This is an optimization exercise on Yosys and OpenROAD, whose aim is small area, not a production implementation.

==> inputs of v14 <==
## frx_core
module frx_core (
    input  wire        clk,
    input  wire        rst,
    input  wire        ev_valid,
    input  wire [3:0]  ev_type,
    input  wire [15:0] ev_arg,
    output wire        ev_ready,
    output reg         resp_valid,
    output reg  [31:0] resp_data,      
    output wire        ready_out
);
==> flow/config.mk <==
export PLATFORM = sky130hd
export DESIGN_NAME = frx_core
export DESIGN_NICKNAME = frx_core
export VERILOG_FILES = /design/flow/design.v
export SDC_FILE = /design/flow/constraint.sdc
export NUM_CORES = 4
export LEC_CHECK = 0
export CAP_MARGIN = 20
export CORE_MARGIN = 2
export CORE_UTILIZATION = 65
export CTS_BUF_LIST = sky130_fd_sc_hd__clkbuf_8
export CTS_CLUSTER_DIAMETER = 40
export CTS_CLUSTER_SIZE = 16
export PLACE_DENSITY = 0.75
export SLEW_MARGIN = 20
==> flow/constraint.sdc <==
create_clock -name core_clock -period 25.0 [get_ports {clk}]
set_input_delay 5.0000 -clock core_clock [delete_from_list [all_inputs] [get_ports {clk}]]
set_output_delay 5.0000 -clock core_clock [all_outputs]
set_load 0.01 [all_outputs]
standard.sh (not shown) runs the stock make flow with config.mk's settings and CLKGATE_MAP_FILE= SYNTH_SCRIPT=/design/flow/synth_recipe.tcl, a recipe that flattens the netlist after the stock synthesis.
==> flow/flow/run.sh <==
#!/bin/bash
# The standard layout (the standard.sh: ORFS synthesis through final),
# with clock tree synthesis told not to add dummy loads for balancing.
set -euo pipefail
export CTS_ARGS="-sink_clustering_enable -repair_clock_nets -sink_clustering_size 19 -sink_clustering_max_diameter 40 -buf_list sky130_fd_sc_hd__clkbuf_8 -dont_use_dummy_load"
bash standard.sh > standard_flow.log 2>&1
==> inputs of v15, as changes to v14 <==
--- a/flow/design.v
+++ b/flow/design.v
@@ -121,77 +121,12 @@
             end
             if (do_fill)
                 fill_index <= fill_new;
         end
     end
 endmodule
-module frx_add #(
-    parameter N = 8
-) (
-    input  wire [N-1:0] a,
-    input  wire [N-1:0] b,
-    input  wire         ci,
-    output wire [N-1:0] s,
-    output wire         co
-);
-    wire [N:0] c;
-    assign c[0] = ci;
-    genvar i;
-    generate
-        for (i = 0; i < N; i = i + 1) begin : bit_
-            assign s[i]   = a[i] ^ b[i] ^ c[i];
-            assign c[i+1] = (a[i] & b[i]) | (c[i] & (a[i] ^ b[i]));
-        end
-    endgenerate
-    assign co = c[N];
-endmodule
-module frx_conv (
-    input  wire [11:0] o,
-    input  wire [6:0]  v,
-    output wire [11:0] code
-);
-    wire        neg = o[11];
-    wire [10:0] l   = o[10:0];
-    wire [17:0] a0 = {7'd0, v[0] ? l : 11'd0};
-    wire [11:0] s1; wire c1;
-    frx_add #(.N(12)) u1 (.a(a0[11:0]), .b({v[1] ? l : 11'd0, neg}), .ci(1'b0), .s(s1), .co(c1));
-    wire [17:0] a1 = {5'd0, c1, s1};
-    wire [11:0] s2; wire c2;
-    frx_add #(.N(12)) u2 (.a(a1[12:1]), .b({v[2] ? l : 11'd0, neg}), .ci(1'b0), .s(s2), .co(c2));
-    wire [17:0] a2 = {4'd0, c2, s2, a1[0]};
-    wire [10:0] s3; wire c3;
-    frx_add #(.N(11)) u3 (.a(a2[13:3]), .b(v[3] ? l : 11'd0), .ci(1'b0), .s(s3), .co(c3));
-    wire [17:0] a3 = {3'd0, c3, s3, a2[2:0]};
-    wire [10:0] s4; wire c4;
-    frx_add #(.N(11)) u4 (.a(a3[14:4]), .b(v[4] ? l : 11'd0), .ci(1'b0), .s(s4), .co(c4));
-    wire [17:0] a4 = {2'd0, c4, s4, a3[3:0]};
-    wire [10:0] s5; wire c5;
-    frx_add #(.N(11)) u5 (.a(a4[15:5]), .b(v[5] ? l : 11'd0), .ci(neg), .s(s5), .co(c5));
-    wire [17:0] a5 = {1'd0, c5, s5, a4[4:0]};
-    wire [10:0] s6; wire c6;
-    frx_add #(.N(11)) u6 (.a(a5[16:6]), .b(v[6] ? l : 11'd0), .ci(neg), .s(s6), .co(c6));
-    wire [17:0] a6 = {c6, s6, a5[5:0]};
-    wire [7:0] hi; wire hco;
-    frx_add #(.N(8)) uh (.a(8'd100), .b(neg ? {1'b1, ~v} : 8'd0), .ci(neg), .s(hi), .co(hco));
-    wire [7:0] xh; wire xco;
-    frx_add #(.N(8)) ux (.a({1'b0, a6[17:11]}), .b(hi), .ci(1'b0), .s(xh), .co(xco));
-    wire [18:0] x = {xh, a6[10:0]};
-    wire [6:0] r [0:12];
-    assign r[0] = x[18:12];
-    genvar i;
-    generate
-        for (i = 0; i < 12; i = i + 1) begin : dv
-            wire [7:0] t = {r[i], x[11-i]};
-            wire       q = t[7] | (t[6] & t[5] & (t[4] | t[3] | t[2]));
-            wire [4:0] d; wire dco;
-            frx_add #(.N(5)) us (.a(t[6:2]), .b(5'd7), .ci(1'b0), .s(d), .co(dco));
-            assign code[11-i] = q;
-            assign r[i+1]     = q ? {d, t[1:0]} : t[6:0];
-        end
-    endgenerate
-endmodule
 module frx_core (
     input  wire        clk,
     input  wire        rst,
     input  wire        ev_valid,
     input  wire [3:0]  ev_type,
     input  wire [15:0] ev_arg,
@@ -256,14 +191,13 @@
     wire e_sample  = v && (t == EV_SAMPLE_READ);
     wire runt       = rx_count < 4;
     wire cmd_short  = rx_count < 5;
     wire cmd_known  = (b2 == 8'h01) || (b2 == 8'h02) || (b2 == 8'h03) || (b2 == 8'hFF);
     wire bad_count  = ({b2, b3} == 16'd0) || ({b2, b3} > CAP);
     wire [6:0] f_n  = b3[6:0];                          
-    wire [6:0] c_j  = rx_count[7:1] - 7'd2;
-    wire data_short = (c_j < f_n);
+    wire data_short = ({1'b0, rx_count} < (9'd4 + {1'b0, f_n, 1'b0}));
     wire parse    = rx_armed;
     wire cmd_ok   = parse && !runt && h_c0 && !cmd_short && !bad_ch && cmd_known;
     wire data_ok  = parse && !runt && h_da && !bad_count && !data_short && !bad_ch;
     wire err_header = parse && !runt &&
                       ((!h_c0 && !h_da) || (h_c0 && !cmd_short && !bad_ch && !cmd_known));
     wire err_chlen  = parse && (runt ||
@@ -291,22 +225,34 @@
         if (e_rxerr)
             tf_inc = ev_arg[1] ? 2'd2 : 2'd1;
         if (e_deass)
             tf_inc = {1'b0, rx_armed && ev_arg[0]} +
                      {1'b0, runs_disable && ev_arg[1]};
     end
-    wire        [11:0] o     = {ev_arg[7:0], lo[7:4]};
+    wire signed [11:0] o     = {ev_arg[7:0], lo[7:4]};
     wire        [6:0]  f_vol = c_ch ? volume[1] : volume[0];
+    wire signed [19:0] prod  = o * $signed({1'b0, f_vol});
+    wire        [18:0] cx    = 19'd204800 + prod[18:0] + (o[11] ? 19'd99 : 19'd0);
+    wire        [6:0]  cr [0:12];
     wire        [11:0] code;
-    frx_conv u_conv (.o(o), .v(f_vol), .code(code));
+    assign cr[0] = cx[18:12];
+    genvar gi;
+    generate
+        for (gi = 0; gi < 12; gi = gi + 1) begin : dv
+            wire [7:0] tt = {cr[gi], cx[11-gi]};
+            wire [7:0] td = tt - 8'd100;
+            assign code[11-gi] = (tt >= 8'd100);
+            assign cr[gi+1]    = code[11-gi] ? td[6:0] : tt[6:0];
+        end
+    endgenerate
     wire conv_ev = e_byte && rx_count[0] && (rx_count >= 5) && h_da && !bad_ch;
+    wire [6:0] c_j    = rx_count[7:1] - 7'd2;
     wire [6:0] c_slot = f_fi + c_j;
     wire       c_need = f_fi[6] || !c_slot[6];
-    wire [5:0] c_phys = {c_slot[4:0], c_slot[5]};
-    wire [1:0] c_wp   = c_phys[5:4] - ph[5:4];      
-    wire       conv_acc = !c_need || (c_phys[3:0] == ph[3:0]);
+    wire [5:0] c_dist = {c_slot[4:0], c_slot[5]} - ph;
+    wire       conv_acc = !c_need || (c_dist[3:0] == 4'd0);
     wire cnt_ev  = (e_assert && ev_arg[0]) || e_rxerr || e_deass || e_drain || e_clr;
     wire copy_ev = e_deass && data_ok && !c_full;
     reg  armed;                       
     wire cnt_acc = copy_ev ? (armed && ph0) : first;
     wire st_cnt  = (widx >= 5'd3 && widx <= 5'd7) || (widx >= 5'd11 && widx <= 5'd13) ||
                    (widx >= 5'd19 && widx <= 5'd21);
@@ -316,13 +262,13 @@
                e_sample ? samp_acc :
                conv_ev  ? conv_acc : 1'b1;
     assign ev_ready = !rclr && (!ev_valid || acc);
     wire go = ev_valid && ev_ready;
     wire [11:0] s_head;
     frx_ring4 #(.W(12)) u_stage (
-        .clk(clk), .we(go && conv_ev && c_need), .wp(c_wp), .wd(code), .head(s_head));
+        .clk(clk), .we(go && conv_ev && c_need), .wp(c_dist[5:4]), .wd(code), .head(s_head));
     wire [5:0] h_slot = {ph[0], ph[5:1]};           
     wire copy = copy_ev && (armed || ph0) &&
                 ({1'b0, h_slot} >= f_fi) && ({2'b0, h_slot} < f_end);
     wire cnt_clear = rst || rclr || clring || (go && e_clr);
     wire [31:0] c_tf, c_ih, c_icl, c_cf, c_df, c_sw0, c_sw1, c_un0, c_un1;
     wire g_dea = go && e_deass;
@@ -343,13 +289,13 @@
     reg  [31:0] c_ts0, c_ts1;
     reg  [5:0]  ts_c;
     reg         ts_ch;
     wire        ts_ld  = g_dea && data_ok;
     wire        ts_sel = ts_ld ? c_ch : ts_ch;
     wire        ts_h   = ts_sel ? c_ts1[0] : c_ts0[0];
-    wire [6:0]  ts_t   = {6'd0, ts_h} + (ts_ld ? f_m : {1'b0, ts_c});
+    wire [6:0]  ts_t   = ts_ld ? ({6'd0, ts_h} + f_m) : ({6'd0, ts_h} + {1'b0, ts_c});
     wire        ts_n0  = ts_sel ? c_ts0[0] : ts_t[0];
     wire        ts_n1  = ts_sel ? ts_t[0] : c_ts1[0];
     always @(posedge clk) begin
         if (rst || last)
             ts_c <= 6'd0;
         else
==> flow/run.sh (new file) <==
#!/bin/bash
# synth_recipe.tcl (not shown) runs the flow's synth.tcl, then flattens the netlist and writes it again
# the make line also repeats each setting of config.mk as NAME=value (left out here)
make -C /OpenROAD-flow-scripts/flow DESIGN_CONFIG=/design/flow/config.mk WORK_HOME=/design/flow/orfs CLKGATE_MAP_FILE= SYNTH_SCRIPT=/design/flow/synth_recipe.tcl finish
removed: flow/flow/run.sh
removed: flow/standard.sh
==> summary of the runs <==
Between v15 and v14, the lower synthesized cell count is in v14 (gap about 4%, measured against v14).
Of v15 and v14, v15 has the higher area after synthesis (gap about 1.7%, measured against v14).
Between v14 and v15, the lower worst setup slack is in v14 (gap 0.66 ns).
==> figures <==
Via-per-instance ratio: v15 4.94; v14 4.89
Tap cells: v15 2044; v14 2030
Filler cells: v15 9095; v14 9223
Diode insertion count for antenna repair: v15 6; v14 7
Number of warnings issued by yosys: v15 5; v14 6
Die area: v15 159000 µm²; v14 156000 µm²
Outcome: v15 timing/DRC/antenna clean; v14 timing/DRC/antenna clean
Share of layout cells above drive strength 1: v15 0.0997; v14 0.0967
Function was not checked in any run of this note: the RTL went through the layout flow alone.

-- separate check: timing with driven ports --
No port has a modelled driver above. Below, the same layouts with a new extraction and two added sets of constraints.
Step 1 (the two cells are an assumption about what drives the block):
set clk [get_ports {clk}]
set_driving_cell -lib_cell sky130_fd_sc_hd__clkbuf_16 $clk
set_driving_cell -lib_cell sky130_fd_sc_hd__buf_2 [delete_from_list [all_inputs] $clk]
Step 2 times the ports against the registers' clock, not the clock port: input delays grow and output delays shrink by t, the midpoint of the rising clock arrivals with the driver on.
a / b / c = no drivers / after step 1 / after step 2; a / b = the first two.
| run | t, ns | setup WS [ns] | hold WS [ns] | clock arrival spread, ns | worst slew at a driven data input, ns |
|---|---|---|---|---|---|
| v14 | 1.053 | 1.057 / 1.123 / 0.070 | 0.245 / 0.245 / 0.245 | 0.126 / 0.126 | 0.05 |
| v15 | 1.054 | 1.717 / 1.767 / 0.714 | 0.276 / 0.276 / 0.276 | 0.117 / 0.117 | 0.04 |
After both steps every run listed still meets setup and hold. The setup slack of v15, which loses most, moves by +0.050 ns with the drivers and by -1.003 ns with both steps.
